This design comes from an exercise in tuning for small area, a short achievable clock period and few clock cycles per item on the open sky130 flow, not from production work.
The RTL was checked by simulation tests, not by an equivalence proof against the original design.
Power is estimated from default activity; no workload was simulated.

==> flow/design.v <==
module pfor_unpack (
    input  wire        clk,
    input  wire        rst,           
    input  wire        cmd_valid,
    output wire        cmd_ready,
    input  wire [5:0]  cmd_b,         
    input  wire [7:0]  cmd_cexcept,   
    input  wire        cmd_delta,     
    input  wire        cmd_restart,   
    input  wire        w_valid,
    output wire        w_ready,
    input  wire [31:0] w_data,
    input  wire        x_valid,
    output wire        x_ready,
    input  wire [6:0]  x_pos,
    input  wire [31:0] x_res,
    output wire        o_valid,
    input  wire        o_ready,
    output wire [31:0] o_data
);
    reg         crdy, wrdy, xrdy;
    reg  [31:0] wd;              
    reg         wf;
    reg  [31:0] xr;              
    reg  [6:0]  xp;
    reg         xf;
    reg         act;             
    reg         fa;              
    reg  [5:0]  bq;
    reg  [7:0]  xl;              
    reg         xnz;             
    reg         hit;             
    reg         dq;
    reg         rq;              
    reg         pz;              
    reg  [6:0]  idx;
    reg         last;            
    reg  [4:0]  om;
    reg         nw;              
    reg  [4:0]  omn;             
    reg         nwn;             
    reg  [1:0]  slip;            
    reg         al;              
    reg  [31:1] r0, r1, r2, r3;
    reg  [31:0] u;
    reg         uv, ub, ud;
    reg  [31:0] acc;             
    reg  [31:0] out;
    reg         ov;
    reg  [31:0] sk;              
    reg         sv;
    wire [62:0] f5    = {wd, r0};
    wire [46:0] f4    = om[4] ? f5[62:16] : f5[46:0];
    wire [38:0] f3    = om[3] ? f4[46:8]  : f4[38:0];
    wire [34:0] f2    = om[2] ? f3[38:4]  : f3[34:0];
    wire [32:0] f1    = om[1] ? f2[34:2]  : f2[32:0];
    wire [31:0] field = om[0] ? f1[32:1]  : f1[31:0];
    wire [31:0] mask  = bq[5] ? 32'hFFFFFFFF : ~(32'hFFFFFFFF << bq[4:0]);
    wire [31:0] p0    = bq[0] ? {xr[30:0], 1'b0}  : xr;
    wire [31:0] p1    = bq[1] ? {p0[29:0], 2'b0}  : p0;
    wire [31:0] p2    = bq[2] ? {p1[27:0], 4'b0}  : p1;
    wire [31:0] p3    = bq[3] ? {p2[23:0], 8'b0}  : p2;
    wire [31:0] p4    = bq[4] ? {p3[15:0], 16'b0} : p3;
    wire [31:0] uval  = (field & mask) | (hit ? p4 : 32'd0);
    wire [4:0]  s_om  = om + bq[4:0];                        
    wire [5:0]  s2    = {1'b0, omn} + {1'b0, bq[4:0]};
    wire        fb    = uv & !sv;
    wire [31:0] sa    = acc & {32{ub}};
    wire [31:0] kg0 = sa & u, kp0 = sa ^ u;
    wire [31:0] kg1, kp1, kg2, kp2, kg3, kp3, kg4, kp4, kg5, kp5;
    genvar gi;
    generate
        for (gi = 0; gi < 32; gi = gi + 1) begin : pfx
            if (gi % 2 == 1) begin
                assign kg1[gi] = kg0[gi] | (kp0[gi] & kg0[gi-1]);
                assign kp1[gi] = kp0[gi] & kp0[gi-1];
            end else begin
                assign kg1[gi] = kg0[gi];
                assign kp1[gi] = kp0[gi];
            end
            if (gi % 4 >= 2) begin
                assign kg2[gi] = kg1[gi] | (kp1[gi] & kg1[gi - gi%4 + 1]);
                assign kp2[gi] = kp1[gi] & kp1[gi - gi%4 + 1];
            end else begin
                assign kg2[gi] = kg1[gi];
                assign kp2[gi] = kp1[gi];
            end
            if (gi % 8 >= 4) begin
                assign kg3[gi] = kg2[gi] | (kp2[gi] & kg2[gi - gi%8 + 3]);
                assign kp3[gi] = kp2[gi] & kp2[gi - gi%8 + 3];
            end else begin
                assign kg3[gi] = kg2[gi];
                assign kp3[gi] = kp2[gi];
            end
            if (gi % 16 >= 8) begin
                assign kg4[gi] = kg3[gi] | (kp3[gi] & kg3[gi - gi%16 + 7]);
                assign kp4[gi] = kp3[gi] & kp3[gi - gi%16 + 7];
            end else begin
                assign kg4[gi] = kg3[gi];
                assign kp4[gi] = kp3[gi];
            end
            if (gi >= 16) begin
                assign kg5[gi] = kg4[gi] | (kp4[gi] & kg4[15]);
            end else begin
                assign kg5[gi] = kg4[gi];
            end
        end
    endgenerate
    wire [31:0] sum   = kp0 ^ {kg5[30:0], 1'b0};
    wire        ofree = !ov | o_ready;
    wire        nb     = cmd_valid & crdy;
    wire        lane3  = fa & (idx[1:0] == 2'd3);
    wire        xuse   = fa & hit;
    wire        c_last = fa ? (idx == 7'd126) : last;
    wire        c_xnz  = xuse ? (xl != 8'd1) : xnz;
    wire        c_nw   = lane3 ? nwn : nw;
    wire [1:0]  c_slip = (act & !fa) ? slip + 2'd1 : slip;
    wire        d_wf   = !wrdy | w_valid;
    wire        d_xf   = (xrdy & x_valid) | (xf & !xuse);
    wire        d_act  = !crdy | cmd_valid;
    wire [6:0]  d_idx  = crdy ? 7'd0 : fa ? idx + 7'd1 : idx;
    wire        d_last = !crdy & c_last;
    wire [7:0]  d_xl   = crdy ? cmd_cexcept : xuse ? xl - 8'd1 : xl;
    wire        d_xnz  = crdy ? (cmd_cexcept != 8'd0) : c_xnz;
    wire [4:0]  d_om   = crdy ? 5'd31 : lane3 ? omn : om;
    wire        d_nw   = crdy ? (cmd_b != 6'd0) : c_nw;
    wire [1:0]  d_slip = crdy ? 2'd0 : c_slip;
    wire        d_al   = (d_slip == 2'd0);
    wire        d_hit  = d_xnz & (xrdy ? (x_valid & (x_pos == d_idx))
                                       : (xf & !xuse & (xp == d_idx)));
    wire        d_uv   = fa | (uv & sv);
    wire        d_sv   = ov & !o_ready & (sv | uv);
    wire        d_go   = !(d_uv & d_sv);
    wire        d_fa   = crdy ? (cmd_valid & (d_wf | (cmd_b == 6'd0))
                                  & (d_xf | (cmd_cexcept == 8'd0)) & d_go)
                              : ((c_slip == 2'd0) & (!c_nw | d_wf) & (!c_xnz | d_xf) & d_go);
    assign cmd_ready = crdy;
    assign w_ready   = wrdy;
    assign x_ready   = xrdy;
    assign o_valid   = ov;
    assign o_data    = out;
    always @(posedge clk) begin
        if (!wf | (fa & nw)) wd <= w_data;
        if (!xf | xuse) begin
            xr <= x_res;
            xp <= x_pos;
        end
        if (crdy) begin
            bq <= cmd_b;
            dq <= cmd_delta;
        end
        idx  <= d_idx;
        xl   <= d_xl;
        xnz  <= d_xnz;
        om   <= d_om;
        nw   <= d_nw;
        slip <= d_slip;
        al   <= d_al;
        last <= d_last;
        omn  <= s_om;
        nwn  <= s2[5] | bq[5];
        r0 <= r1;
        r1 <= r2;
        r2 <= r3;
        r3 <= (fa & nw) ? wd[31:1] : r0;
        if (fa) begin
            u  <= uval;
            ub <= dq & !rq;
            ud <= dq;
        end
        if (fb & ud) acc <= sum;
        if (ofree) out <= sv ? sk : sum;
        if (ov & !sv & !o_ready) sk <= sum;
        if (rst) begin
            crdy <= 1'b1;
            wrdy <= 1'b1;
            xrdy <= 1'b1;
            wf   <= 1'b0;
            xf   <= 1'b0;
            act  <= 1'b0;
            fa   <= 1'b0;
            hit  <= 1'b0;
            pz   <= 1'b1;
            uv   <= 1'b0;
            ov   <= 1'b0;
            sv   <= 1'b0;
        end else begin
            crdy <= crdy ? !cmd_valid : (c_last & d_fa);
            wrdy <= !d_wf | (d_nw & d_fa);
            xrdy <= !d_xf | (d_hit & d_fa);
            wf   <= d_wf;
            xf   <= d_xf;
            act  <= d_act;
            fa   <= d_fa;
            hit  <= d_hit;
            if (nb) begin
                rq <= cmd_restart | pz;
                pz <= !cmd_delta & (cmd_restart | pz);
            end else if (fa) begin
                rq <= 1'b0;
            end
            uv <= d_uv;
            sv <= d_sv;
            if (ofree) ov <= sv | fb;
        end
    end
endmodule
export LEC_CHECK = 0
export CAP_MARGIN = 20
export CORE_MARGIN = 2
export CORE_UTILIZATION = 40
export PLACE_DENSITY = 0.6
export SLEW_MARGIN = 20
create_clock -name core_clock -period 10.0 [get_ports {clk}]
standard.sh (not shown) runs the stock make flow with config.mk's settings and CLKGATE_MAP_FILE= SYNTH_SCRIPT=/design/flow/synth_recipe.tcl, a recipe that flattens the netlist after the stock synthesis.
==> flow/flow/run.sh <==
#!/bin/bash
# Standard ORFS layout (the standard.sh), with these knobs changed:
#  - timing repair aims at a setup slack of 6.8 ns, i.e. paths of about 3.2 ns
#    instead of the 10 ns clock, so the resizer actually speeds the design up;
#  - ports are buffered with buf_1 instead of the default delay-cell buffer;
#  - clock tree: clkbuf_8 sink-cluster buffers, clusters of at most 20 sinks
#    within 40 um, no dummy loads.
# The make output goes to standard.log; ORFS writes each step's log under orfs/logs.
set -euo pipefail
bash standard.sh SETUP_SLACK_MARGIN=6.8 \
  'BUFFER_PORTS_ARGS=-buffer_cell sky130_fd_sc_hd__buf_1' \
  'CTS_ARGS=-sink_clustering_enable -repair_clock_nets -sink_clustering_size 20 -sink_clustering_max_diameter 40 -dont_use_dummy_load -sink_clustering_buffer sky130_fd_sc_hd__clkbuf_8' \
  finish > standard.log 2>&1
Testbench counts at the start, summed over its fixed seeds: cycles 49,176, items 384.
Then changed:
--- a/flow/design.v
+++ b/flow/design.v
@@ -50,11 +50,23 @@
     reg  [31:0] sk;              
     reg         sv;
     wire [62:0] f5    = {wd, r0};
-    wire [46:0] f4    = om[4] ? f5[62:16] : f5[46:0];
-    wire [38:0] f3    = om[3] ? f4[46:8]  : f4[38:0];
-    wire [34:0] f2    = om[2] ? f3[38:4]  : f3[34:0];
-    wire [32:0] f1    = om[1] ? f2[34:2]  : f2[32:0];
-    wire [31:0] field = om[0] ? f1[32:1]  : f1[31:0];
+    reg  [38:0] f3;
+    reg  [32:0] f1;
+    always @* begin
+        case (om[4:3])
+            2'd0: f3 = f5[38:0];
+            2'd1: f3 = f5[46:8];
+            2'd2: f3 = f5[54:16];
+            default: f3 = f5[62:24];
+        endcase
+        case (om[2:1])
+            2'd0: f1 = f3[32:0];
+            2'd1: f1 = f3[34:2];
+            2'd2: f1 = f3[36:4];
+            default: f1 = f3[38:6];
+        endcase
+    end
+    wire [31:0] field = om[0] ? f1[32:1] : f1[31:0];
     wire [31:0] mask  = bq[5] ? 32'hFFFFFFFF : ~(32'hFFFFFFFF << bq[4:0]);
     wire [31:0] p0    = bq[0] ? {xr[30:0], 1'b0}  : xr;
     wire [31:0] p1    = bq[1] ? {p0[29:0], 2'b0}  : p0;
@@ -65,7 +77,7 @@
     wire [4:0]  s_om  = om + bq[4:0];                        
     wire [5:0]  s2    = {1'b0, omn} + {1'b0, bq[4:0]};
     wire        fb    = uv & !sv;
-    wire [31:0] sa    = acc & {32{ub}};
+    wire [31:0] sa    = acc;
     wire [31:0] kg0 = sa & u, kp0 = sa ^ u;
     wire [31:0] kg1, kp1, kg2, kp2, kg3, kp3, kg4, kp4, kg5, kp5;
     genvar gi;
@@ -107,6 +119,8 @@
         end
     endgenerate
     wire [31:0] sum   = kp0 ^ {kg5[30:0], 1'b0};
+    wire [31:0] alt   = sv ? sk : u;
+    wire [31:0] val   = (sv | !ub) ? alt : sum;
     wire        ofree = !ov | o_ready;
     wire        nb     = cmd_valid & crdy;
     wire        lane3  = fa & (idx[1:0] == 2'd3);
@@ -168,9 +182,9 @@
             ub <= dq & !rq;
             ud <= dq;
         end
-        if (fb & ud) acc <= sum;
-        if (ofree) out <= sv ? sk : sum;
-        if (ov & !sv & !o_ready) sk <= sum;
+        if (fb & ud) acc <= val;
+        if (ofree) out <= val;
+        sk <= val;
         if (rst) begin
             crdy <= 1'b1;
             wrdy <= 1'b1;
Outcome: Total power decreases slightly. Final area decreases by a few percent. Area after synthesis went down by a few percent. Worst setup slack stays flat. Clock skew went up by 16 ps. Via count decreases by a few percent. Wire length decreases slightly. Hold slack improved by 12 ps. Utilization decreases by 0.42 points.
Testbench counts after the change, summed over its fixed seeds: cycles 49,176, items 384.

==> re-timing with driven ports <==
Ports are ideal in the flow. The routed layouts listed here were re-timed in OpenROAD.
Step 1, drivers: a clkbuf_16 drives clk and a buf_2 each remaining input, both assumed.
Step 2 adds t to the input delays and takes it off the output delays; t is the mean of the earliest and latest rising clock arrival at the registers after step 1. Input paths then give back, and output paths get back, about the clock's delay inside the block.
Slacks: no drivers / after step 1 / after step 2; pairs: no drivers / after step 1.
run | t, ns | setup slack, ns | hold slack, ns | cell pins on the clock port's net
the first run | 0.589 | 6.890 / 6.831 / 6.422 | 0.264 / 0.264 / 0.264 | 1
the second run | 0.586 | 6.888 / 6.831 / 6.546 | 0.277 / 0.277 / 0.277 | 1
After both steps every run listed still meets setup and hold. The setup slack of the first run, which loses most, moves by -0.059 ns with the drivers and by -0.468 ns with both steps.
